This design comes from an exercise in tuning for small area, a short achievable clock period and few clock cycles on the open sky130 flow, not from production work.
No functional check of the RTL was part of any run shown here.
Power is estimated from default activity; no workload was simulated.

**flow/design.v**
```verilog
module c2mux_addr_enc (
    input  wire        clk,
    input  wire        rst,
    input  wire        start,
    input  wire [63:0] id,
    input  wire [3:0]  idlen,
    input  wire [7:0]  subid,
    input  wire        mcast,
    output reg         busy,
    output reg         done,
    output wire [47:0] addr,
    output wire        addr_valid,
    output wire [2:0]  cfgerr
);
    function [5:0] info;
        input [7:0] c;
        input       pad;
        begin
            info = pad ? 6'b111011 : {c[6], c[4:0]};
        end
    endfunction
    function [5:0] conv;
        input [5:0] h;
        begin
            conv = h[5] ? ({1'b0, h[4:0]} + 6'd9) : {2'b00, h[3:0]};
        end
    endfunction
    function valid_char;
        input [7:0] c;
        begin
            valid_char = (c[7:4] == 4'h3 && c[3:0] <= 4'd9) ||
                         (c[7:6] == 2'b01 && c[4:0] != 5'd0 && c[4:0] <= 5'd26);
        end
    endfunction
    reg [1:0] chk;
    reg       bad;
    integer   k;
    always @(*) begin
        bad = 1'b0;
        for (k = 0; k < 8; k = k + 1)
            if (k < idlen && !valid_char(id[8*k +: 8]))
                bad = 1'b1;
        if (subid[7:4] != 4'd0)
            chk = 2'd1;
        else if (idlen > 4'd8)
            chk = 2'd3;
        else if (bad)
            chk = 2'd2;
        else
            chk = 2'd0;
    end
    reg [5:0] ring [0:6];
    reg [5:0] c;
    reg [2:0] kc;           
    reg [2:0] pc;           
    reg [3:0] sub_r;
    reg       mc_r;
    reg [1:0] err_r;
    wire load = start && !busy;
    wire [5:0]  h    = ring[0];
    wire [11:0] t    = {h, 5'd0} + {4'd0, h, 2'd0} + {6'd0, h} + {6'd0, c};
    wire        md_a = kc < pc;
    wire        md_b = kc == pc;
    wire [5:0]  out  = md_a ? t[5:0] : (md_b ? c : h);
    integer j;
    always @(posedge clk) begin
        for (j = 0; j < 6; j = j + 1)
            ring[j] <= load ? info(id[8*(6-j) +: 8], (6 - j) >= idlen) : ring[j+1];
        ring[6] <= load ? info(id[7:0], idlen == 4'd0) : out;
        if (load)
            c <= conv(info(id[63:56], idlen < 4'd8));
        else if (md_a)
            c <= t[11:6];
        else if (md_b)
            c <= conv(h);
        kc <= (load || kc == 3'd6) ? 3'd0 : kc + 3'd1;
        if (load)
            pc <= 3'd0;
        else if (kc == 3'd6)
            pc <= pc + 3'd1;
        if (load) begin
            sub_r <= subid[3:0];
            mc_r  <= mcast;
            err_r <= chk;
        end
        if (rst) begin
            busy <= 1'b0;
            done <= 1'b0;
        end else begin
            done <= busy && kc == 3'd6 && pc == 3'd7;
            if (load)
                busy <= 1'b1;
            else if (kc == 3'd6 && pc == 3'd7)
                busy <= 1'b0;
        end
    end
    assign addr = {ring[6][5:4], sub_r, 1'b1, mc_r, ring[6][3:0], ring[5],
                   ring[4], ring[3], ring[2], ring[1], ring[0]};
    assign addr_valid = (err_r == 2'd0);
    assign cfgerr     = {1'b0, err_r};
endmodule
module c2mux_act_est #(
    parameter N_SPEECH = 320
) (
    input  wire        clk,
    input  wire        rst,
    input  wire        smp_valid,
    input  wire [15:0] smp_data,
    input  wire [31:0] thr,
    output reg         done,
    output wire [39:0] sumsq,
    output reg         below
);
    localparam CNT_W = $clog2(N_SPEECH);
    reg [CNT_W-1:0] cnt;
    reg [14:0]      y;
    reg             s;
    reg             last_r;
    reg             last_q;
    reg             clr;
    reg             rst_q;
    reg [31:0]      thr_r;
    reg [30:0]      sq;
    reg [39:0]      acc;
    wire take = smp_valid && !rst;
    wire last = (cnt == N_SPEECH - 1);
    always @(posedge clk) begin
        if (rst)
            cnt <= {CNT_W{1'b0}};
        else if (smp_valid)
            cnt <= last ? {CNT_W{1'b0}} : cnt + 1'b1;
        s      <= take && smp_data[15];
        y      <= take ? (smp_data[14:0] ^ {15{smp_data[15]}}) : 15'd0;
        last_r <= take && last;
        if (take && last)
            thr_r <= thr;
    end
    wire fs0;
    wire fc0;
    wire fs1;
    wire fc1;
    wire fs2;
    wire fc2;
    wire fs3;
    wire fc3;
    wire fs4;
    wire fc4;
    wire fs5;
    wire fc5;
    wire fs6;
    wire fc6;
    wire fs7;
    wire fc7;
    wire fs8;
    wire fc8;
    wire fs9;
    wire fc9;
    wire fs10;
    wire fc10;
    wire fs11;
    wire fc11;
    wire fs12;
    wire fc12;
    wire fs13;
    wire fc13;
    wire fs14;
    wire fc14;
    wire fs15;
    wire fc15;
    wire fs16;
    wire fc16;
    wire fs17;
    wire fc17;
    wire fs18;
    wire fc18;
    wire fs19;
    wire fc19;
    wire fs20;
    wire fc20;
    wire fs21;
    wire fc21;
    wire fs22;
    wire fc22;
    wire fs23;
    wire fc23;
    wire fs24;
    wire fc24;
    wire fs25;
    wire fc25;
    wire fs26;
    wire fc26;
    wire fs27;
    wire fc27;
    wire fs28;
    wire fc28;
    wire fs29;
    wire fc29;
    wire fs30;
    wire fc30;
    wire fs31;
    wire fc31;
    wire fs32;
    wire fc32;
    wire fs33;
    wire fc33;
    wire fs34;
    wire fc34;
    wire fs35;
    wire fc35;
    wire fs36;
    wire fc36;
    wire fs37;
    wire fc37;
    wire fs38;
    wire fc38;
    wire fs39;
    wire fc39;
    wire fs40;
    wire fc40;
    wire fs41;
    wire fc41;
    wire fs42;
    wire fc42;
    wire fs43;
    wire fc43;
    wire fs44;
    wire fc44;
    wire fs45;
    wire fc45;
    wire fs46;
    wire fc46;
    wire fs47;
    wire fc47;
    wire fs48;
    wire fc48;
    wire fs49;
    wire fc49;
    wire fs50;
    wire fc50;
    wire fs51;
    wire fc51;
    wire fs52;
    wire fc52;
    wire fs53;
    wire fc53;
    wire fs54;
    wire fc54;
    wire fs55;
    wire fc55;
    wire fs56;
    wire fc56;
    wire fs57;
    wire fc57;
    wire fs58;
    wire fc58;
    wire fs59;
    wire fc59;
    wire fs60;
    wire fc60;
    wire fs61;
    wire fc61;
    wire fs62;
    wire fc62;
    wire fs63;
    wire fc63;
    wire fs64;
    wire fc64;
    wire fs65;
    wire fc65;
    wire fs66;
    wire fc66;
    wire fs67;
    wire fc67;
    wire fs68;
    wire fc68;
    wire fs69;
    wire fc69;
    wire fs70;
    wire fc70;
    wire fs71;
    wire fc71;
    wire fs72;
    wire fc72;
    wire fs73;
    wire fc73;
    wire fs74;
    wire fc74;
    wire fs75;
    wire fc75;
    wire fs76;
    wire fc76;
    wire fs77;
    wire fc77;
    wire fs78;
    wire fc78;
    wire fs79;
    wire fc79;
    wire fs80;
    wire fc80;
    wire fs81;
    wire fc81;
    wire fs82;
    wire fc82;
    wire fs83;
    wire fc83;
    wire fs84;
    wire fc84;
    wire fs85;
    wire fc85;
    wire fs86;
    wire fc86;
    wire fs87;
    wire fc87;
    wire fs88;
    wire fc88;
    wire fs89;
    wire fc89;
    wire fs90;
    wire fc90;
    wire fs91;
    wire fc91;
    wire fs92;
    wire fc92;
    wire fs93;
    wire fc93;
    wire fs94;
    wire fc94;
    wire fs95;
    wire fc95;
    wire fs96;
    wire fc96;
    wire fs97;
    wire fc97;
    wire fs98;
    wire fc98;
    wire fs99;
    wire fc99;
    wire fs100;
    wire fc100;
    wire fs101;
    wire fc101;
    wire fs102;
    wire fc102;
    wire fs103;
    wire fc103;
    wire fs104;
    wire fc104;
    wire [30:0] ra1;
    wire [30:0] ra2;
    wire fs105;
    wire fc105;
    wire fs106;
    wire fc106;
    wire fs107;
    wire fc107;
    wire fs108;
    wire fc108;
    wire fs109;
    wire fc109;
    wire fs110;
    wire fc110;
    wire fs111;
    wire fc111;
    wire fs112;
    wire fc112;
    wire fs113;
    wire fc113;
    wire fs114;
    wire fc114;
    wire fs115;
    wire fc115;
    wire fs116;
    wire fc116;
    wire fs117;
    wire fc117;
    wire fs118;
    wire fc118;
    wire fs119;
    wire fc119;
    wire fs120;
    wire fc120;
    wire fs121;
    wire fc121;
    wire fs122;
    wire fc122;
    wire fs123;
    wire fc123;
    wire fs124;
    wire fc124;
    wire fs125;
    wire fc125;
    wire fs126;
    wire fc126;
    wire fs127;
    wire fc127;
    wire fs128;
    wire fc128;
    wire fs129;
    wire fc129;
    wire fs130;
    wire fc130;
    wire fs131;
    wire fc131;
    wire fs132;
    wire fc132;
    wire fs133;
    wire fc133;
    wire fs134;
    wire fc134;
    wire fs135;
    wire fc135;
    wire fs136;
    wire fc136;
    wire fs137;
    wire fc137;
    wire fs138;
    wire fc138;
    wire fs139;
    wire fc139;
    wire fs140;
    wire fc140;
    wire fs141;
    wire fc141;
    wire fs142;
    wire fc142;
    wire fs143;
    wire fc143;
    wire fs144;
    wire fc144;
    wire fs145;
    wire fc145;
    wire fs146;
    wire fc146;
    wire fs147;
    wire fc147;
    wire fs148;
    wire fc148;
    wire fs149;
    wire fc149;
    wire fs150;
    wire fc150;
    wire fs151;
    wire fc151;
    wire fs152;
    wire fc152;
    wire fs153;
    wire fc153;
    wire fs154;
    wire fc154;
    wire fs155;
    wire fc155;
    wire fs156;
    wire fc156;
    wire fs157;
    wire fc157;
    wire fs158;
    wire fc158;
    wire fs159;
    wire fc159;
    wire fs160;
    wire fc160;
    wire fs161;
    wire fc161;
    wire fs162;
    wire fc162;
    wire fs163;
    wire fc163;
    wire fs164;
    wire fc164;
    wire fs165;
    wire fc165;
    wire fs166;
    wire fc166;
    wire fs167;
    wire fc167;
    wire fs168;
    wire fc168;
    wire fs169;
    wire fc169;
    wire fs170;
    wire fc170;
    wire fs171;
    wire fc171;
    wire fs172;
    wire fc172;
    wire fs173;
    wire fc173;
    wire fs174;
    wire fc174;
    wire fs175;
    wire fc175;
    wire [36:0] rc1;
    wire [36:0] rc2;
    assign fs0 = y[5] ^ (s & y[9]);
    assign fc0 = y[5] & (s & y[9]);
    assign fs1 = (s & y[10]) ^ (y[0] & y[10]);
    assign fc1 = (s & y[10]) & (y[0] & y[10]);
    assign fs2 = y[6] ^ (s & y[11]) ^ (y[0] & y[11]);
    assign fc2 = (y[6] & (s & y[11])) | (y[6] & (y[0] & y[11])) | ((s & y[11]) & (y[0] & y[11]));
    assign fs3 = (y[1] & y[10]) ^ (y[2] & y[9]);
    assign fc3 = (y[1] & y[10]) & (y[2] & y[9]);
    assign fs4 = (s & y[12]) ^ (y[0] & y[12]) ^ (y[1] & y[11]);
    assign fc4 = ((s & y[12]) & (y[0] & y[12])) | ((s & y[12]) & (y[1] & y[11])) | ((y[0] & y[12]) & (y[1] & y[11]));
    assign fs5 = (y[2] & y[10]) ^ (y[3] & y[9]);
    assign fc5 = (y[2] & y[10]) & (y[3] & y[9]);
    assign fs6 = y[7] ^ (s & y[13]) ^ (y[0] & y[13]);
    assign fc6 = (y[7] & (s & y[13])) | (y[7] & (y[0] & y[13])) | ((s & y[13]) & (y[0] & y[13]));
    assign fs7 = (y[1] & y[12]) ^ (y[2] & y[11]) ^ (y[3] & y[10]);
    assign fc7 = ((y[1] & y[12]) & (y[2] & y[11])) | ((y[1] & y[12]) & (y[3] & y[10])) | ((y[2] & y[11]) & (y[3] & y[10]));
    assign fs8 = (y[4] & y[9]) ^ (y[5] & y[8]);
    assign fc8 = (y[4] & y[9]) & (y[5] & y[8]);
    assign fs9 = (s & y[14]) ^ (y[0] & y[14]) ^ (y[1] & y[13]);
    assign fc9 = ((s & y[14]) & (y[0] & y[14])) | ((s & y[14]) & (y[1] & y[13])) | ((y[0] & y[14]) & (y[1] & y[13]));
    assign fs10 = (y[2] & y[12]) ^ (y[3] & y[11]) ^ (y[4] & y[10]);
    assign fc10 = ((y[2] & y[12]) & (y[3] & y[11])) | ((y[2] & y[12]) & (y[4] & y[10])) | ((y[3] & y[11]) & (y[4] & y[10]));
    assign fs11 = (y[5] & y[9]) ^ (y[6] & y[8]);
    assign fc11 = (y[5] & y[9]) & (y[6] & y[8]);
    assign fs12 = y[8] ^ (y[1] & y[14]) ^ (y[2] & y[13]);
    assign fc12 = (y[8] & (y[1] & y[14])) | (y[8] & (y[2] & y[13])) | ((y[1] & y[14]) & (y[2] & y[13]));
    assign fs13 = (y[3] & y[12]) ^ (y[4] & y[11]) ^ (y[5] & y[10]);
    assign fc13 = ((y[3] & y[12]) & (y[4] & y[11])) | ((y[3] & y[12]) & (y[5] & y[10])) | ((y[4] & y[11]) & (y[5] & y[10]));
    assign fs14 = (y[6] & y[9]) ^ (y[7] & y[8]);
    assign fc14 = (y[6] & y[9]) & (y[7] & y[8]);
    assign fs15 = (y[2] & y[14]) ^ (y[3] & y[13]) ^ (y[4] & y[12]);
    assign fc15 = ((y[2] & y[14]) & (y[3] & y[13])) | ((y[2] & y[14]) & (y[4] & y[12])) | ((y[3] & y[13]) & (y[4] & y[12]));
    assign fs16 = (y[5] & y[11]) ^ (y[6] & y[10]);
    assign fc16 = (y[5] & y[11]) & (y[6] & y[10]);
    assign fs17 = y[9] ^ (y[3] & y[14]) ^ (y[4] & y[13]);
    assign fc17 = (y[9] & (y[3] & y[14])) | (y[9] & (y[4] & y[13])) | ((y[3] & y[14]) & (y[4] & y[13]));
    assign fs18 = (y[5] & y[12]) ^ (y[6] & y[11]);
    assign fc18 = (y[5] & y[12]) & (y[6] & y[11]);
    assign fs19 = (y[4] & y[14]) ^ (y[5] & y[13]);
    assign fc19 = (y[4] & y[14]) & (y[5] & y[13]);
    assign fs20 = y[10] ^ (y[5] & y[14]);
    assign fc20 = y[10] & (y[5] & y[14]);
    assign fs21 = y[3] ^ (s & y[5]);
    assign fc21 = y[3] & (s & y[5]);
    assign fs22 = (s & y[6]) ^ (y[0] & y[6]);
    assign fc22 = (s & y[6]) & (y[0] & y[6]);
    assign fs23 = y[4] ^ (s & y[7]) ^ (y[0] & y[7]);
    assign fc23 = (y[4] & (s & y[7])) | (y[4] & (y[0] & y[7])) | ((s & y[7]) & (y[0] & y[7]));
    assign fs24 = (y[1] & y[6]) ^ (y[2] & y[5]);
    assign fc24 = (y[1] & y[6]) & (y[2] & y[5]);
    assign fs25 = (s & y[8]) ^ (y[0] & y[8]) ^ (y[1] & y[7]);
    assign fc25 = ((s & y[8]) & (y[0] & y[8])) | ((s & y[8]) & (y[1] & y[7])) | ((y[0] & y[8]) & (y[1] & y[7]));
    assign fs26 = (y[2] & y[6]) ^ (y[3] & y[5]);
    assign fc26 = (y[2] & y[6]) & (y[3] & y[5]);
    assign fs27 = (y[0] & y[9]) ^ (y[1] & y[8]) ^ (y[2] & y[7]);
    assign fc27 = ((y[0] & y[9]) & (y[1] & y[8])) | ((y[0] & y[9]) & (y[2] & y[7])) | ((y[1] & y[8]) & (y[2] & y[7]));
    assign fs28 = (y[3] & y[6]) ^ (y[4] & y[5]) ^ fs0;
    assign fc28 = ((y[3] & y[6]) & (y[4] & y[5])) | ((y[3] & y[6]) & fs0) | ((y[4] & y[5]) & fs0);
    assign fs29 = (y[1] & y[9]) ^ (y[2] & y[8]) ^ (y[3] & y[7]);
    assign fc29 = ((y[1] & y[9]) & (y[2] & y[8])) | ((y[1] & y[9]) & (y[3] & y[7])) | ((y[2] & y[8]) & (y[3] & y[7]));
    assign fs30 = (y[4] & y[6]) ^ fc0 ^ fs1;
    assign fc30 = ((y[4] & y[6]) & fc0) | ((y[4] & y[6]) & fs1) | (fc0 & fs1);
    assign fs31 = (y[3] & y[8]) ^ (y[4] & y[7]) ^ (y[5] & y[6]);
    assign fc31 = ((y[3] & y[8]) & (y[4] & y[7])) | ((y[3] & y[8]) & (y[5] & y[6])) | ((y[4] & y[7]) & (y[5] & y[6]));
    assign fs32 = fc1 ^ fs3 ^ fs2;
    assign fc32 = (fc1 & fs3) | (fc1 & fs2) | (fs3 & fs2);
    assign fs33 = (y[4] & y[8]) ^ (y[5] & y[7]) ^ fc3;
    assign fc33 = ((y[4] & y[8]) & (y[5] & y[7])) | ((y[4] & y[8]) & fc3) | ((y[5] & y[7]) & fc3);
    assign fs34 = fs5 ^ fc2 ^ fs4;
    assign fc34 = (fs5 & fc2) | (fs5 & fs4) | (fc2 & fs4);
    assign fs35 = (y[6] & y[7]) ^ fc5 ^ fs8;
    assign fc35 = ((y[6] & y[7]) & fc5) | ((y[6] & y[7]) & fs8) | (fc5 & fs8);
    assign fs36 = fc4 ^ fs6 ^ fs7;
    assign fc36 = (fc4 & fs6) | (fc4 & fs7) | (fs6 & fs7);
    assign fs37 = fc8 ^ fs11 ^ fc6;
    assign fc37 = (fc8 & fs11) | (fc8 & fc6) | (fs11 & fc6);
    assign fs38 = fc7 ^ fs10 ^ fs9;
    assign fc38 = (fc7 & fs10) | (fc7 & fs9) | (fs10 & fs9);
    assign fs39 = fc11 ^ fs14 ^ fc10;
    assign fc39 = (fc11 & fs14) | (fc11 & fc10) | (fs14 & fc10);
    assign fs40 = fc9 ^ fs12 ^ fs13;
    assign fc40 = (fc9 & fs12) | (fc9 & fs13) | (fs12 & fs13);
    assign fs41 = (y[7] & y[9]) ^ fc14 ^ fs16;
    assign fc41 = ((y[7] & y[9]) & fc14) | ((y[7] & y[9]) & fs16) | (fc14 & fs16);
    assign fs42 = fc12 ^ fc13 ^ fs15;
    assign fc42 = (fc12 & fc13) | (fc12 & fs15) | (fc13 & fs15);
    assign fs43 = (y[7] & y[10]) ^ (y[8] & y[9]) ^ fc16;
    assign fc43 = ((y[7] & y[10]) & (y[8] & y[9])) | ((y[7] & y[10]) & fc16) | ((y[8] & y[9]) & fc16);
    assign fs44 = fs18 ^ fc15 ^ fs17;
    assign fc44 = (fs18 & fc15) | (fs18 & fs17) | (fc15 & fs17);
    assign fs45 = (y[6] & y[12]) ^ (y[7] & y[11]) ^ (y[8] & y[10]);
    assign fc45 = ((y[6] & y[12]) & (y[7] & y[11])) | ((y[6] & y[12]) & (y[8] & y[10])) | ((y[7] & y[11]) & (y[8] & y[10]));
    assign fs46 = fc18 ^ fs19 ^ fc17;
    assign fc46 = (fc18 & fs19) | (fc18 & fc17) | (fs19 & fc17);
    assign fs47 = (y[6] & y[13]) ^ (y[7] & y[12]) ^ (y[8] & y[11]);
    assign fc47 = ((y[6] & y[13]) & (y[7] & y[12])) | ((y[6] & y[13]) & (y[8] & y[11])) | ((y[7] & y[12]) & (y[8] & y[11]));
    assign fs48 = (y[9] & y[10]) ^ fc19 ^ fs20;
    assign fc48 = ((y[9] & y[10]) & fc19) | ((y[9] & y[10]) & fs20) | (fc19 & fs20);
    assign fs49 = (y[6] & y[14]) ^ (y[7] & y[13]) ^ (y[8] & y[12]);
    assign fc49 = ((y[6] & y[14]) & (y[7] & y[13])) | ((y[6] & y[14]) & (y[8] & y[12])) | ((y[7] & y[13]) & (y[8] & y[12]));
    assign fs50 = (y[9] & y[11]) ^ fc20;
    assign fc50 = (y[9] & y[11]) & fc20;
    assign fs51 = y[11] ^ (y[10] & y[11]) ^ (y[7] & y[14]);
    assign fc51 = (y[11] & (y[10] & y[11])) | (y[11] & (y[7] & y[14])) | ((y[10] & y[11]) & (y[7] & y[14]));
    assign fs52 = (y[8] & y[13]) ^ (y[9] & y[12]);
    assign fc52 = (y[8] & y[13]) & (y[9] & y[12]);
    assign fs53 = (y[10] & y[12]) ^ (y[8] & y[14]);
    assign fc53 = (y[10] & y[12]) & (y[8] & y[14]);
    assign fs54 = y[12] ^ (y[10] & y[13]);
    assign fc54 = y[12] & (y[10] & y[13]);
    assign fs55 = y[2] ^ (s & y[3]);
    assign fc55 = y[2] & (s & y[3]);
    assign fs56 = (s & y[4]) ^ (y[0] & y[4]);
    assign fc56 = (s & y[4]) & (y[0] & y[4]);
    assign fs57 = (y[0] & y[5]) ^ (y[1] & y[4]) ^ (y[2] & y[3]);
    assign fc57 = ((y[0] & y[5]) & (y[1] & y[4])) | ((y[0] & y[5]) & (y[2] & y[3])) | ((y[1] & y[4]) & (y[2] & y[3]));
    assign fs58 = (y[1] & y[5]) ^ (y[2] & y[4]) ^ fc21;
    assign fc58 = ((y[1] & y[5]) & (y[2] & y[4])) | ((y[1] & y[5]) & fc21) | ((y[2] & y[4]) & fc21);
    assign fs59 = (y[3] & y[4]) ^ fc22 ^ fs24;
    assign fc59 = ((y[3] & y[4]) & fc22) | ((y[3] & y[4]) & fs24) | (fc22 & fs24);
    assign fs60 = fc24 ^ fs26 ^ fc23;
    assign fc60 = (fc24 & fs26) | (fc24 & fc23) | (fs26 & fc23);
    assign fs61 = fc26 ^ fc25 ^ fs27;
    assign fc61 = (fc26 & fc25) | (fc26 & fs27) | (fc25 & fs27);
    assign fs62 = fc27 ^ fs29 ^ fc28;
    assign fc62 = (fc27 & fs29) | (fc27 & fc28) | (fs29 & fc28);
    assign fs63 = fc29 ^ fs31 ^ fc30;
    assign fc63 = (fc29 & fs31) | (fc29 & fc30) | (fs31 & fc30);
    assign fs64 = fc31 ^ fs33 ^ fc32;
    assign fc64 = (fc31 & fs33) | (fc31 & fc32) | (fs33 & fc32);
    assign fs65 = fc33 ^ fs35 ^ fc34;
    assign fc65 = (fc33 & fs35) | (fc33 & fc34) | (fs35 & fc34);
    assign fs66 = fc35 ^ fc36 ^ fs37;
    assign fc66 = (fc35 & fc36) | (fc35 & fs37) | (fc36 & fs37);
    assign fs67 = fc37 ^ fc38 ^ fs39;
    assign fc67 = (fc37 & fc38) | (fc37 & fs39) | (fc38 & fs39);
    assign fs68 = fs41 ^ fc39 ^ fc40;
    assign fc68 = (fs41 & fc39) | (fs41 & fc40) | (fc39 & fc40);
    assign fs69 = fc41 ^ fs43 ^ fc42;
    assign fc69 = (fc41 & fs43) | (fc41 & fc42) | (fs43 & fc42);
    assign fs70 = fs45 ^ fc43 ^ fc44;
    assign fc70 = (fs45 & fc43) | (fs45 & fc44) | (fc43 & fc44);
    assign fs71 = fc45 ^ fs47 ^ fs48;
    assign fc71 = (fc45 & fs47) | (fc45 & fs48) | (fs47 & fs48);
    assign fs72 = fc47 ^ fs50 ^ fs49;
    assign fc72 = (fc47 & fs50) | (fc47 & fs49) | (fs50 & fs49);
    assign fs73 = fs52 ^ fc49 ^ fc50;
    assign fc73 = (fs52 & fc49) | (fs52 & fc50) | (fc49 & fc50);
    assign fs74 = (y[9] & y[13]) ^ fc52 ^ fs53;
    assign fc74 = ((y[9] & y[13]) & fc52) | ((y[9] & y[13]) & fs53) | (fc52 & fs53);
    assign fs75 = (y[11] & y[12]) ^ (y[9] & y[14]) ^ fc53;
    assign fc75 = ((y[11] & y[12]) & (y[9] & y[14])) | ((y[11] & y[12]) & fc53) | ((y[9] & y[14]) & fc53);
    assign fs76 = (y[10] & y[14]) ^ (y[11] & y[13]);
    assign fc76 = (y[10] & y[14]) & (y[11] & y[13]);
    assign fs77 = y[13] ^ (y[11] & y[14]);
    assign fc77 = y[13] & (y[11] & y[14]);
    assign fs78 = y[1] ^ (s & y[1]);
    assign fc78 = y[1] & (s & y[1]);
    assign fs79 = (s & y[2]) ^ (y[0] & y[2]);
    assign fc79 = (s & y[2]) & (y[0] & y[2]);
    assign fs80 = (y[0] & y[3]) ^ (y[1] & y[2]) ^ fs55;
    assign fc80 = ((y[0] & y[3]) & (y[1] & y[2])) | ((y[0] & y[3]) & fs55) | ((y[1] & y[2]) & fs55);
    assign fs81 = (y[1] & y[3]) ^ fc55 ^ fs56;
    assign fc81 = ((y[1] & y[3]) & fc55) | ((y[1] & y[3]) & fs56) | (fc55 & fs56);
    assign fs82 = fc56 ^ fs21 ^ fs57;
    assign fc82 = (fc56 & fs21) | (fc56 & fs57) | (fs21 & fs57);
    assign fs83 = fs22 ^ fc57 ^ fs58;
    assign fc83 = (fs22 & fc57) | (fs22 & fs58) | (fc57 & fs58);
    assign fs84 = fs23 ^ fc58 ^ fs59;
    assign fc84 = (fs23 & fc58) | (fs23 & fs59) | (fc58 & fs59);
    assign fs85 = fs25 ^ fc59 ^ fs60;
    assign fc85 = (fs25 & fc59) | (fs25 & fs60) | (fc59 & fs60);
    assign fs86 = fs28 ^ fc60 ^ fs61;
    assign fc86 = (fs28 & fc60) | (fs28 & fs61) | (fc60 & fs61);
    assign fs87 = fs30 ^ fc61 ^ fs62;
    assign fc87 = (fs30 & fc61) | (fs30 & fs62) | (fc61 & fs62);
    assign fs88 = fs32 ^ fc62 ^ fs63;
    assign fc88 = (fs32 & fc62) | (fs32 & fs63) | (fc62 & fs63);
    assign fs89 = fs34 ^ fc63 ^ fs64;
    assign fc89 = (fs34 & fc63) | (fs34 & fs64) | (fc63 & fs64);
    assign fs90 = fs36 ^ fc64 ^ fs65;
    assign fc90 = (fs36 & fc64) | (fs36 & fs65) | (fc64 & fs65);
    assign fs91 = fs38 ^ fc65 ^ fs66;
    assign fc91 = (fs38 & fc65) | (fs38 & fs66) | (fc65 & fs66);
    assign fs92 = fs40 ^ fc66 ^ fs67;
    assign fc92 = (fs40 & fc66) | (fs40 & fs67) | (fc66 & fs67);
    assign fs93 = fs42 ^ fc67 ^ fs68;
    assign fc93 = (fs42 & fc67) | (fs42 & fs68) | (fc67 & fs68);
    assign fs94 = fs44 ^ fc68 ^ fs69;
    assign fc94 = (fs44 & fc68) | (fs44 & fs69) | (fc68 & fs69);
    assign fs95 = fs46 ^ fc69 ^ fs70;
    assign fc95 = (fs46 & fc69) | (fs46 & fs70) | (fc69 & fs70);
    assign fs96 = fc46 ^ fs71 ^ fc70;
    assign fc96 = (fc46 & fs71) | (fc46 & fc70) | (fs71 & fc70);
    assign fs97 = fc48 ^ fs72 ^ fc71;
    assign fc97 = (fc48 & fs72) | (fc48 & fc71) | (fs72 & fc71);
    assign fs98 = fs51 ^ fc72 ^ fs73;
    assign fc98 = (fs51 & fc72) | (fs51 & fs73) | (fc72 & fs73);
    assign fs99 = fc51 ^ fs74 ^ fc73;
    assign fc99 = (fc51 & fs74) | (fc51 & fc73) | (fs74 & fc73);
    assign fs100 = fs54 ^ fc74 ^ fs75;
    assign fc100 = (fs54 & fc74) | (fs54 & fs75) | (fc74 & fs75);
    assign fs101 = fc54 ^ fs76 ^ fc75;
    assign fc101 = (fc54 & fs76) | (fc54 & fc75) | (fs76 & fc75);
    assign fs102 = (y[12] & y[13]) ^ fc76 ^ fs77;
    assign fc102 = ((y[12] & y[13]) & fc76) | ((y[12] & y[13]) & fs77) | (fc76 & fs77);
    assign fs103 = (y[12] & y[14]) ^ fc77;
    assign fc103 = (y[12] & y[14]) & fc77;
    assign fs104 = y[14] ^ (y[13] & y[14]);
    assign fc104 = y[14] & (y[13] & y[14]);
    assign ra1 = {1'b0, fc104, fc103, fc102, fc101, fc100, fc99, fc98, fc97, fc96, fc95, fc94, fc93, fc92, fc91, fc90, fc89, fc88, fc87, fc86, fc85, fc84, fc83, fc82, fc81, fc80, fc79, fc78, fs78, (s & y[0]), s};
    assign ra2 = {1'b0, 1'b0, fs104, fs103, fs102, fs101, fs100, fs99, fs98, fs97, fs96, fs95, fs94, fs93, fs92, fs91, fs90, fs89, fs88, fs87, fs86, fs85, fs84, fs83, fs82, fs81, fs80, fs79, (y[0] & y[1]), 1'b0, y[0]};
    wire [39:0] acc_in  = clr ? 40'd0 : acc;
    wire [39:0] acc_nxt = acc_in + {9'd0, sq};
    assign fs105 = 1'b1 ^ 1'b1;
    assign fc105 = 1'b1 & 1'b1;
    assign fs106 = ~thr_r[0] ^ ~thr_r[2];
    assign fc106 = ~thr_r[0] & ~thr_r[2];
    assign fs107 = ~thr_r[1] ^ ~thr_r[3];
    assign fc107 = ~thr_r[1] & ~thr_r[3];
    assign fs108 = ~thr_r[2] ^ ~thr_r[4];
    assign fc108 = ~thr_r[2] & ~thr_r[4];
    assign fs109 = ~thr_r[3] ^ ~thr_r[5];
    assign fc109 = ~thr_r[3] & ~thr_r[5];
    assign fs110 = ~thr_r[4] ^ ~thr_r[6];
    assign fc110 = ~thr_r[4] & ~thr_r[6];
    assign fs111 = ~thr_r[5] ^ ~thr_r[7];
    assign fc111 = ~thr_r[5] & ~thr_r[7];
    assign fs112 = ~thr_r[6] ^ ~thr_r[8];
    assign fc112 = ~thr_r[6] & ~thr_r[8];
    assign fs113 = ~thr_r[7] ^ ~thr_r[9];
    assign fc113 = ~thr_r[7] & ~thr_r[9];
    assign fs114 = ~thr_r[10] ^ ~thr_r[8];
    assign fc114 = ~thr_r[10] & ~thr_r[8];
    assign fs115 = ~thr_r[11] ^ ~thr_r[9];
    assign fc115 = ~thr_r[11] & ~thr_r[9];
    assign fs116 = ~thr_r[10] ^ ~thr_r[12];
    assign fc116 = ~thr_r[10] & ~thr_r[12];
    assign fs117 = ~thr_r[11] ^ ~thr_r[13];
    assign fc117 = ~thr_r[11] & ~thr_r[13];
    assign fs118 = ~thr_r[12] ^ ~thr_r[14];
    assign fc118 = ~thr_r[12] & ~thr_r[14];
    assign fs119 = ~thr_r[13] ^ ~thr_r[15];
    assign fc119 = ~thr_r[13] & ~thr_r[15];
    assign fs120 = ~thr_r[14] ^ ~thr_r[16];
    assign fc120 = ~thr_r[14] & ~thr_r[16];
    assign fs121 = ~thr_r[15] ^ ~thr_r[17];
    assign fc121 = ~thr_r[15] & ~thr_r[17];
    assign fs122 = ~thr_r[16] ^ ~thr_r[18];
    assign fc122 = ~thr_r[16] & ~thr_r[18];
    assign fs123 = ~thr_r[17] ^ ~thr_r[19];
    assign fc123 = ~thr_r[17] & ~thr_r[19];
    assign fs124 = ~thr_r[18] ^ ~thr_r[20];
    assign fc124 = ~thr_r[18] & ~thr_r[20];
    assign fs125 = ~thr_r[19] ^ ~thr_r[21];
    assign fc125 = ~thr_r[19] & ~thr_r[21];
    assign fs126 = ~thr_r[20] ^ ~thr_r[22];
    assign fc126 = ~thr_r[20] & ~thr_r[22];
    assign fs127 = ~thr_r[21] ^ ~thr_r[23];
    assign fc127 = ~thr_r[21] & ~thr_r[23];
    assign fs128 = ~thr_r[22] ^ ~thr_r[24];
    assign fc128 = ~thr_r[22] & ~thr_r[24];
    assign fs129 = ~thr_r[23] ^ ~thr_r[25];
    assign fc129 = ~thr_r[23] & ~thr_r[25];
    assign fs130 = ~thr_r[24] ^ ~thr_r[26];
    assign fc130 = ~thr_r[24] & ~thr_r[26];
    assign fs131 = ~thr_r[25] ^ ~thr_r[27];
    assign fc131 = ~thr_r[25] & ~thr_r[27];
    assign fs132 = ~thr_r[26] ^ ~thr_r[28];
    assign fc132 = ~thr_r[26] & ~thr_r[28];
    assign fs133 = ~thr_r[27] ^ ~thr_r[29];
    assign fc133 = ~thr_r[27] & ~thr_r[29];
    assign fs134 = ~thr_r[28] ^ ~thr_r[30];
    assign fc134 = ~thr_r[28] & ~thr_r[30];
    assign fs135 = ~thr_r[29] ^ ~thr_r[31];
    assign fc135 = ~thr_r[29] & ~thr_r[31];
    assign fs136 = 1'b1 ^ ~thr_r[30];
    assign fc136 = 1'b1 & ~thr_r[30];
    assign fs137 = 1'b1 ^ ~thr_r[31];
    assign fc137 = 1'b1 & ~thr_r[31];
    assign fs138 = 1'b1 ^ 1'b1;
    assign fc138 = 1'b1 & 1'b1;
    assign fs139 = 1'b1 ^ ~thr_r[0];
    assign fc139 = 1'b1 & ~thr_r[0];
    assign fs140 = fs105 ^ ~thr_r[1] ^ acc_nxt[6];
    assign fc140 = (fs105 & ~thr_r[1]) | (fs105 & acc_nxt[6]) | (~thr_r[1] & acc_nxt[6]);
    assign fs141 = fc105 ^ fs106 ^ acc_nxt[7];
    assign fc141 = (fc105 & fs106) | (fc105 & acc_nxt[7]) | (fs106 & acc_nxt[7]);
    assign fs142 = fc106 ^ fs107 ^ acc_nxt[8];
    assign fc142 = (fc106 & fs107) | (fc106 & acc_nxt[8]) | (fs107 & acc_nxt[8]);
    assign fs143 = fc107 ^ fs108 ^ acc_nxt[9];
    assign fc143 = (fc107 & fs108) | (fc107 & acc_nxt[9]) | (fs108 & acc_nxt[9]);
    assign fs144 = fc108 ^ fs109 ^ acc_nxt[10];
    assign fc144 = (fc108 & fs109) | (fc108 & acc_nxt[10]) | (fs109 & acc_nxt[10]);
    assign fs145 = fc109 ^ fs110 ^ acc_nxt[11];
    assign fc145 = (fc109 & fs110) | (fc109 & acc_nxt[11]) | (fs110 & acc_nxt[11]);
    assign fs146 = fc110 ^ fs111 ^ acc_nxt[12];
    assign fc146 = (fc110 & fs111) | (fc110 & acc_nxt[12]) | (fs111 & acc_nxt[12]);
    assign fs147 = fc111 ^ fs112 ^ acc_nxt[13];
    assign fc147 = (fc111 & fs112) | (fc111 & acc_nxt[13]) | (fs112 & acc_nxt[13]);
    assign fs148 = fc112 ^ fs113 ^ acc_nxt[14];
    assign fc148 = (fc112 & fs113) | (fc112 & acc_nxt[14]) | (fs113 & acc_nxt[14]);
    assign fs149 = fc113 ^ fs114 ^ acc_nxt[15];
    assign fc149 = (fc113 & fs114) | (fc113 & acc_nxt[15]) | (fs114 & acc_nxt[15]);
    assign fs150 = fc114 ^ fs115 ^ acc_nxt[16];
    assign fc150 = (fc114 & fs115) | (fc114 & acc_nxt[16]) | (fs115 & acc_nxt[16]);
    assign fs151 = fc115 ^ fs116 ^ acc_nxt[17];
    assign fc151 = (fc115 & fs116) | (fc115 & acc_nxt[17]) | (fs116 & acc_nxt[17]);
    assign fs152 = fc116 ^ fs117 ^ acc_nxt[18];
    assign fc152 = (fc116 & fs117) | (fc116 & acc_nxt[18]) | (fs117 & acc_nxt[18]);
    assign fs153 = fc117 ^ fs118 ^ acc_nxt[19];
    assign fc153 = (fc117 & fs118) | (fc117 & acc_nxt[19]) | (fs118 & acc_nxt[19]);
    assign fs154 = fc118 ^ fs119 ^ acc_nxt[20];
    assign fc154 = (fc118 & fs119) | (fc118 & acc_nxt[20]) | (fs119 & acc_nxt[20]);
    assign fs155 = fc119 ^ fs120 ^ acc_nxt[21];
    assign fc155 = (fc119 & fs120) | (fc119 & acc_nxt[21]) | (fs120 & acc_nxt[21]);
    assign fs156 = fc120 ^ fs121 ^ acc_nxt[22];
    assign fc156 = (fc120 & fs121) | (fc120 & acc_nxt[22]) | (fs121 & acc_nxt[22]);
    assign fs157 = fc121 ^ fs122 ^ acc_nxt[23];
    assign fc157 = (fc121 & fs122) | (fc121 & acc_nxt[23]) | (fs122 & acc_nxt[23]);
    assign fs158 = fc122 ^ fs123 ^ acc_nxt[24];
    assign fc158 = (fc122 & fs123) | (fc122 & acc_nxt[24]) | (fs123 & acc_nxt[24]);
    assign fs159 = fc123 ^ fs124 ^ acc_nxt[25];
    assign fc159 = (fc123 & fs124) | (fc123 & acc_nxt[25]) | (fs124 & acc_nxt[25]);
    assign fs160 = fc124 ^ fs125 ^ acc_nxt[26];
    assign fc160 = (fc124 & fs125) | (fc124 & acc_nxt[26]) | (fs125 & acc_nxt[26]);
    assign fs161 = fc125 ^ fs126 ^ acc_nxt[27];
    assign fc161 = (fc125 & fs126) | (fc125 & acc_nxt[27]) | (fs126 & acc_nxt[27]);
    assign fs162 = fc126 ^ fs127 ^ acc_nxt[28];
    assign fc162 = (fc126 & fs127) | (fc126 & acc_nxt[28]) | (fs127 & acc_nxt[28]);
    assign fs163 = fc127 ^ fs128 ^ acc_nxt[29];
    assign fc163 = (fc127 & fs128) | (fc127 & acc_nxt[29]) | (fs128 & acc_nxt[29]);
    assign fs164 = fc128 ^ fs129 ^ acc_nxt[30];
    assign fc164 = (fc128 & fs129) | (fc128 & acc_nxt[30]) | (fs129 & acc_nxt[30]);
    assign fs165 = fc129 ^ fs130 ^ acc_nxt[31];
    assign fc165 = (fc129 & fs130) | (fc129 & acc_nxt[31]) | (fs130 & acc_nxt[31]);
    assign fs166 = fc130 ^ fs131 ^ acc_nxt[32];
    assign fc166 = (fc130 & fs131) | (fc130 & acc_nxt[32]) | (fs131 & acc_nxt[32]);
    assign fs167 = fc131 ^ fs132 ^ acc_nxt[33];
    assign fc167 = (fc131 & fs132) | (fc131 & acc_nxt[33]) | (fs132 & acc_nxt[33]);
    assign fs168 = fc132 ^ fs133 ^ acc_nxt[34];
    assign fc168 = (fc132 & fs133) | (fc132 & acc_nxt[34]) | (fs133 & acc_nxt[34]);
    assign fs169 = fc133 ^ fs134 ^ acc_nxt[35];
    assign fc169 = (fc133 & fs134) | (fc133 & acc_nxt[35]) | (fs134 & acc_nxt[35]);
    assign fs170 = fc134 ^ fs135 ^ acc_nxt[36];
    assign fc170 = (fc134 & fs135) | (fc134 & acc_nxt[36]) | (fs135 & acc_nxt[36]);
    assign fs171 = fc135 ^ fs136 ^ acc_nxt[37];
    assign fc171 = (fc135 & fs136) | (fc135 & acc_nxt[37]) | (fs136 & acc_nxt[37]);
    assign fs172 = fc136 ^ fs137 ^ acc_nxt[38];
    assign fc172 = (fc136 & fs137) | (fc136 & acc_nxt[38]) | (fs137 & acc_nxt[38]);
    assign fs173 = fc137 ^ fs138 ^ acc_nxt[39];
    assign fc173 = (fc137 & fs138) | (fc137 & acc_nxt[39]) | (fs138 & acc_nxt[39]);
    assign fs174 = 1'b1 ^ 1'b1 ^ fc138;
    assign fc174 = (1'b1 & 1'b1) | (1'b1 & fc138) | (1'b1 & fc138);
    assign fs175 = 1'b1 ^ 1'b1;
    assign fc175 = 1'b1 & 1'b1;
    assign rc1 = {fc174, fc173, fc172, fc171, fc170, fc169, fc168, fc167, fc166, fc165, fc164, fc163, fc162, fc161, fc160, fc159, fc158, fc157, fc156, fc155, fc154, fc153, fc152, fc151, fc150, fc149, fc148, fc147, fc146, fc145, fc144, fc143, fc142, fc141, fc140, fc139, fs139};
    assign rc2 = {fs175, fs174, fs173, fs172, fs171, fs170, fs169, fs168, fs167, fs166, fs165, fs164, fs163, fs162, fs161, fs160, fs159, fs158, fs157, fs156, fs155, fs154, fs153, fs152, fs151, fs150, fs149, fs148, fs147, fs146, fs145, fs144, fs143, fs142, fs141, fs140, acc_nxt[5]};
    wire [36:0] dc = rc1 + rc2;
    always @(posedge clk) begin
        sq     <= ra1 + ra2;
        last_q <= !rst && last_r;
        acc    <= acc_nxt;
        rst_q  <= rst;
        clr    <= rst || rst_q || last_q;
        done   <= !rst && last_q;
        below  <= dc[36];
    end
    assign sumsq = acc;
endmodule
module c2mux_dp (
    input  wire        clk,
    input  wire        rst,           
    input  wire        enc_start,     
    input  wire [63:0] enc_id,        
    input  wire [3:0]  enc_idlen,
    input  wire [7:0]  enc_subid,     
    input  wire        enc_mcast,
    output wire        enc_busy,
    output wire        enc_done,
    output wire [47:0] addr,          
    output wire        addr_valid,
    output wire [2:0]  cfgerr,
    input  wire        smp_valid,
    input  wire [15:0] smp_data,      
    input  wire [31:0] thr,           
    output wire        est_done,
    output wire [39:0] sumsq,
    output wire        est_data       
);
    c2mux_addr_enc u_enc (
        .clk        (clk),
        .rst        (rst),
        .start      (enc_start),
        .id         (enc_id),
        .idlen      (enc_idlen),
        .subid      (enc_subid),
        .mcast      (enc_mcast),
        .busy       (enc_busy),
        .done       (enc_done),
        .addr       (addr),
        .addr_valid (addr_valid),
        .cfgerr     (cfgerr)
    );
    c2mux_act_est #(.N_SPEECH(320)) u_est (
        .clk       (clk),
        .rst       (rst),
        .smp_valid (smp_valid),
        .smp_data  (smp_data),
        .thr       (thr),
        .done      (est_done),
        .sumsq     (sumsq),
        .below     (est_data)
    );
endmodule
```
**flow/run.sh**
```bash
#!/bin/bash
# synth_recipe.tcl (not shown) runs the flow's synth.tcl, then flattens the netlist and writes it again
# the make line also repeats each setting of config.mk as NAME=value (left out here)
make -C /OpenROAD-flow-scripts/flow DESIGN_CONFIG=/design/flow/config.mk WORK_HOME=/design/flow/orfs CLKGATE_MAP_FILE= SYNTH_SCRIPT=/design/flow/synth_recipe.tcl finish
```
**flow/config.mk**
```make
export PLATFORM = sky130hd
export DESIGN_NAME = c2mux_dp
export DESIGN_NICKNAME = c2mux_dp
export VERILOG_FILES = /design/flow/design.v
export SDC_FILE = /design/flow/constraint.sdc
export NUM_CORES = 4
export LEC_CHECK = 0
export CAP_MARGIN = 20
export CORE_MARGIN = 2
export CORE_UTILIZATION = 40
export SETUP_SLACK_MARGIN = 5
export SLEW_MARGIN = 20
```
**flow/constraint.sdc**
```tcl
create_clock -name core_clock -period 10.0 [get_ports {clk}]
set_input_delay 2.0000 -clock core_clock [delete_from_list [all_inputs] [get_ports {clk}]]
set_output_delay 2.0000 -clock core_clock [all_outputs]
set_load 0.01 [all_outputs]
```
==> flow_summary.yaml, run 1 <==
status:
  status: "finished clean"
timing:
  fin_worst_skew_ps: 10.4
  hold_violations: 0
  finalCritPeriodShare_pct: 48.7
  report.final.slew_viol_count: 0
  worstMarginPinSlew_ps: 878
  tns_ps: 0
  finalSetupViolations: 0
  rsz0062_at_grt: "true"
  period_needed_ps: 4870
  slew_headroom_pct: 41.5
  max_freq_mhz: 206
floorplanning:
  die_y_um: 201
  start_util_pct: 40.4
  die-area_mm2: 0.0406
  core_mm2: 0.0386
  fp.dieW_um: 201
  num_rows: 72
  io_pins: 225
synthesis:
  ys_ff_latch: 196
  ys_seq_area_share_pct: 28.0
  synth_cell_types: 74
  synth-edff-count: 45
  synth.area.top_cells: "dfxtp_1, fa_1, ha_1"
  ys_warn_count: 3
  syn_area_mm2: 0.0156
  syn-instance-count: 1685
  synth_top_flop_cell: "dfxtp_1"
  synth_largest_area_cell: "dfxtp_1"
  syn_nets: 2110
  synth_area_per_cell_um2: 9.26
  synth_top_area_share_pct: 19.4
  async_flop_share_pct: 0
pwr:
  p_per_area_mw_per_mm2: 135
  irDropWorstVdd_mv: 0.112
  p_leak_nw: 8.92
  p_total_w: 0.00258
critical_path:
  timing.rr.end: "u_est.below$_DFF_P_"
  timing.critical_path.required_ps: 10390
  arrival_ps: 5250
  endpoint: "u_est.below$_DFF_P_"
  critPathKind: "register to register"
  ff2ff_path_depth: 22
  path_max_fanout: 12
  rr_startpoint: "u_est.clr$_DFF_P_"
  startpoint: "u_est.clr$_DFF_P_"
  start_kind: "register"
  end_kind: "register"
  worst-r2r-setup-slack_ps: 5130
placement:
  dpl_cell_area_mm2: 0.0183
  portBuffers: 222
  dpl.cell_count: 2371
  place.gp.congestion: 0.894
  hpwlAfterDp_um: 30200
route:
  via_per_inst: 5.01
  route.vias.total: 12107
  first_pass_iters: 5
  routedWlPerCell_um: 16.0
  route.detailed.drc: 0
  drt_iter0_drc: 556
  routed_wl_um: 38500
  drtAntennaViolNets: 0
clock_tree:
  cts_buffers: 17
  cts_tree: "built"
  htreeDepth: 4
  cts.reportedPaths.clkPinSlew_ps: 70
  ctsHoldBuffers: 0
  max-clock-path-buffers: 2
  clock_latency_ps: 470
  cts_num_sinks: 196
  cts-root-buf: "clkbuf_16"
global_route:
  grt_pass1_vias: 12725
  overflow: 0
  grt_max_degree: 43
  grt_util_all_layers_pct: 19.4
  antenna_found_initial: 0
  grt_pass1_wl_um: 63700
finish:
  syn_to_final_growth_pct: 22.6
  antenna_cells: 0
  final_common_cell: "clkdlybuf4s50_1"
  drive_gt1_share_pct: 5.48
  fin_util_pct: 49.6
  multi_input_area_mm2: 0.0103
  fin_nets: 2310
  final_cell_mix: "clkdlybuf4s50_1, inv_1, ha_1"
  seq_area_mm2: 0.00441
  nFillCells: 3634
  final_area_mm2: 0.0191
  final_cells: 2416
flow_run:
  drv_cap: 0
min_path:
  hold_path_class: "register to register"
[kinds of logic after synthesis]
| kind of cell | synth area share [%] |
|---|---|
| buffers and inverters | 6.76 |
| xor gates and xnor gates | 5.11 |
| muxes | 1.05 |
| AOI/OAI and AO/OA | 14.3 |
| DFF | 28.0 |
| and+or+nand+nor | 15.3 |
| adders and majority gates | 29.3 |
| other | 0.0482 |
[sequential cells by signal, indices dropped and copies added, names as in the netlist, 3 cells and up]
| name | count |
|---|---|
| u_enc.ring | 42 |
| u_est.thr_r | 32 |
| u_est.acc | 40 |
| u_est.sq | 30 |
| u_enc.c | 6 |
| u_enc.sub_r | 4 |
| u_enc.pc | 3 |
| u_enc.kc | 3 |
| u_est.y | 15 |
| u_est.cnt | 9 |
[final cells by class]
type / instances / share of cell area [%]
Inverter: 220 / 4.32
Sequential cell: 196 / 23.0
Clock buffer: 20 / 2.45
Timing Repair Buffer: 239 / 12.6
Tap cell: 518 / 3.39
Clock inverter: 12 / 0.576
Multi-Input combinational cell: 1211 / 53.7
[layer usage]
metal / routed length [um] / GRT usage [%]
met4: 878 / 6.57
met3: 2100 / 4.68
met2: 17900 / 32.3
met5: 0 / 0
met1: 17600 / 24.7
[synth_stat cells, drive strengths merged, types with 9 or more instances]
master and instances:
and3 9, nor3 28, clkbuf 53, a21o 46
o22a 32, nand2 132, a21oi 86, dfxtp 151
nor2b 52, o21ai 73, ha 181, fa 115
nand3 29, nand4 11, and2 79, xnor2 59
inv 219, xor2 32, o21bai 15, nand2b 10
a31oi 10, edfxtp 45, nor2 91, mux2i 13
[critical path, stage by stage, from the launching register on]
cell and delay (ps):
dfxtp_4 380, buf_12 150, nor2b_1 140, ha_1 290, and2_1 230, a221o_1 380, a41oi_4 270, o41ai_4 80
buf_4 180, a21o_1 180, a21o_1 200, xor2_1 190, inv_1 80, fa_1 480, inv_1 40, ha_1 300
a21o_1 160, a21o_1 170, a21oi_1 150, nor2_1 90, o41ai_2 310, o2111ai_1 150, a41oi_1 160
[timing repair]
item                                    CTS  global route
resized for setup                        17            28
pin swaps                                 4            10
buffers inserted                          3             8
cloned                                    1             1
endpoints found under the setup margin    3             8
[worst min-delay path by stage]
stage / end / cells after the start / startpoint / slack [ps]
after CTS: u_enc.ring[3][2]$_DFF_P_ / 2 / u_enc.ring[4][2]$_DFF_P_ / 450
final: u_est.clr$_DFF_P_ / 1 / u_est.rst_q$_DFF_P_ / 440
after global routing: u_est.clr$_DFF_P_ / 1 / u_est.rst_q$_DFF_P_ / 460
after floorplan: u_est.clr$_DFF_P_ / 1 / u_est.rst_q$_DFF_P_ / 380
after global placement: u_est.last_q$_DFF_P_ / 1 / u_est.last_r$_DFF_P_ / 420
after detailed placement: u_est.last_q$_DFF_P_ / 1 / u_est.last_r$_DFF_P_ / 430
[where the power goes]
group / switching (W) / internal [W]
sequential: 0.0000970 / 0.000916
combinational: 0.000451 / 0.000433
clock: 0.000336 / 0.000348
total: 0.000883 / 0.00170
[stage by stage]
| stage | hold WS [ps] | worst slack, ps |
|---|---|---|
| 4_1_cts | 452 | 5010 |
| 2_1_floorplan | 384 | 5120 |
| 6_report | 437 | 5130 |
| 3_5_place_dp | 431 | 4360 |
| 5_1_grt | 462 | 4810 |
| 3_3_place_gp | 422 | 4480 |
==> run 2: changes to the inputs <==
--- a/flow/config.mk
+++ b/flow/config.mk
@@ -10,3 +10,2 @@
 export CORE_UTILIZATION = 40
-export SETUP_SLACK_MARGIN = 5
 export SLEW_MARGIN = 20
==> flow_summary.yaml, run 2 <==
floorplanning:
  start_util_pct: 40.4
  die-area_mm2: 0.0406
  die_y_um: 201
  io_pins: 225
  core_mm2: 0.0386
  num_rows: 72
  fp.dieW_um: 201
pwr:
  comb_power_share_pct: 34.1
  seqPwrFrac_pct: 39.0
  p_clk_share_pct: 27.0
  p_sw_share_pct: 33.7
  netSwitchingPower_w: 0.000876
  internal-power_w: 0.00172
  p_per_area_mw_per_mm2: 138
  irDropWorstVdd_mv: 0.0909
  p_leak_nw: 8.81
clock_tree:
  cts-root-buf: "clkbuf_16"
  cts.reportedPaths.clkPinSlew_ps: 70
  clock_latency_ps: 470
  cts_setup_buffers: 0
  cts_tree: "built"
  cts_resized: 0
  cts_buffers: 17
  htreeDepth: 4
  ctsHoldBuffers: 0
  cts_num_sinks: 196
  max-clock-path-buffers: 2
finish:
  drive_gt1_share_pct: 3.08
  antenna_cells: 0
  top_register: "u_enc.ring"
  multi_input_area_mm2: 0.0102
  syn_to_final_growth_pct: 21.0
  largest_reg_flops: 42
  final_cells: 2402
  nFillCells: 3697
  reg_top3: "u_enc.ring x42, u_est.acc x40, u_est.thr_r x32"
  fin_nets: 2296
  final_common_cell: "clkdlybuf4s50_1"
  fin_util_pct: 48.9
  seq_area_mm2: 0.00438
  final_cell_mix: "clkdlybuf4s50_1, inv_1, ha_1"
timing:
  worstMarginPinSlew_ps: 879
  max_freq_mhz: 172
  finalCritPeriodShare_pct: 58.3
  holdWs_ps: 449
  tns_ps: 0
  finalSetupViolations: 0
  rsz0062_at_grt: "false"
  final.setup.worst_slack_ps: 4170
  report.final.slew_viol_count: 0
  slew_headroom_pct: 41.4
  period_needed_ps: 5830
  hold_violations: 0
  fin_worst_skew_ps: 13.1
synthesis:
  ys_seq_area_share_pct: 28.0
  synth_cell_types: 74
  synth.area.top_cells: "dfxtp_1, fa_1, ha_1"
  async_flop_share_pct: 0
  synth_area_per_cell_um2: 9.26
  syn_nets: 2110
  syn-instance-count: 1685
  synth_top_area_share_pct: 19.4
  synth_common_cells: "inv_1, ha_1, dfxtp_1"
  synth_most_common_cell: "inv_1"
  syn_area_mm2: 0.0156
  synth_top_flop_cell: "dfxtp_1"
  ys_warn_count: 3
  ys_ff_latch: 196
  synth-edff-count: 45
  synth_largest_area_cell: "dfxtp_1"
critical_path:
  start_kind: "register"
  path_max_fanout: 47
  crit_chain: "buf_4, nor2b_1, ha_1, ha_1, a21oi_1, o21bai_1, o31ai_1, o21ai_0, or3_1, a21oi_1, o21ai_0, mux2_2, fa_1, ha_1, a21o_1, a21o_1, a21o_1, a21oi_1, nor2b_1, o21ai_0, o2111ai_1, a41oi_1"
  path_buf_inv: 1
  critPathTopFamily: "compound AO/OA/AOI/OAI gates"
  timing.critical_path.required_ps: 10380
  critPathKind: "register to register"
  cp_slowest_stage_delay_ps: 500
  end_kind: "register"
  slowest_stage: "or3_1"
  arrival_ps: 6210
placement:
  portBuffers: 222
  hpwlAfterDp_um: 30300
  dpl.cell_count: 2370
  post-place-ws_ps: 4240
  place.gp.congestion: 0.864
flow_run:
  drv_cap: 0
global_route:
  use_met1_pct: 25.3
  use_met3_pct: 4.94
  grt_util_all_layers_pct: 19.2
  grt-busiest-layer: "met2"
  grt_max_degree: 50
  grt_pass1_wl_um: 63000
  met2_usage_pct: 31.0
  antenna_found_initial: 0
  overflow: 0
  grt_pass1_vias: 12533
route:
  first_pass_iters: 7
  via_per_inst: 4.99
  routedWlPerCell_um: 15.8
  route.vias.total: 11989
  routed_wl_um: 37900
  drt_iter0_drc: 491
  drtAntennaViolNets: 0
  route.detailed.drc: 0
min_path:
  hold_path_class: "register to register"
status:
  status: "finished clean"
==> run 2: cell counts after synthesis <==
No cell type changed its count.
==> run 2: logic make-up after synthesis <==
logic type,share of synthesized area (%)
and+or+nand+nor,15.3
DFF,28.0
other,0.0482
AOI/OAI and AO/OA,14.3
adders and majority gates,29.3
buffers and inverters,6.76
xor gates and xnor gates,5.11
muxes,1.05
==> run 2: layer usage <==
layer  share of wire [%]  wire (um)
met1                  47      17900
met2                  45      17000
met3                 6.0       2290
met4                 1.9        719
met5                   0          0
==> run 2: worst paths after layout <==
check	slack [ps]	startpoint	endpoint	cells past startpoint
max	4170	u_est.clr$_DFF_P_	u_est.below$_DFF_P_	22
min	450	u_est.last_r$_DFF_P_	u_est.last_q$_DFF_P_	1
max reg2reg	4170	u_est.clr$_DFF_P_	u_est.below$_DFF_P_	22
min reg2reg	450	u_est.last_r$_DFF_P_	u_est.last_q$_DFF_P_	1
==> run 2: cell type report <==
type / count / share of cell area, %
Clock buffer: 20 / 2.59
Clock inverter: 12 / 0.617
Inverter: 220 / 4.38
Multi-Input combinational cell: 1211 / 53.9
Sequential cell: 196 / 23.2
Tap cell: 518 / 3.43
Timing Repair Buffer: 225 / 11.9
==> run 2: metrics by stage <==
step	area, um2	power [W]
after CTS	18900	0.00262
after floorplan	15600	0.00153
after detailed placement	18300	0.00190
final	18900	0.00260
after global placement	18300	0.00189
after global routing	18900	0.00276
==> run 2: power groups by stage <==
stage               Clock [W]  Sequential (W)  Combinational, W
floorplan                   0         0.00101          0.000520
global placement            0         0.00103          0.000862
detailed placement          0         0.00103          0.000875
CTS                  0.000722         0.00101          0.000886
global route         0.000749         0.00102          0.000985
finish               0.000701         0.00101          0.000885

[what the ideal ports hide]
Ports are ideal in the flow. The routed layouts listed here were re-timed in OpenROAD. Step 1 (the two cells are an assumption about what drives the block):
set clk [get_ports {clk}]
set_driving_cell -lib_cell sky130_fd_sc_hd__clkbuf_16 $clk
set_driving_cell -lib_cell sky130_fd_sc_hd__buf_2 [delete_from_list [all_inputs] $clk]
Step 2 times the ports against the registers' clock, not the clock port: input delays grow and output delays shrink by t, the midpoint of the rising clock arrivals with the driver on. a / b / c = no drivers / after step 1 / after step 2; a / b = the first two.
| run | t (ns) | slack for setup (ns) | worst hold slack (ns) |
|---|---|---|---|
| run 1 | 0.506 | 5.135 / 5.135 / 5.135 | 0.437 / 0.437 / 0.437 |
| run 2 | 0.508 | 4.170 / 4.170 / 4.170 | 0.449 / 0.449 / 0.449 |
After both steps setup and hold are still met in every run listed.
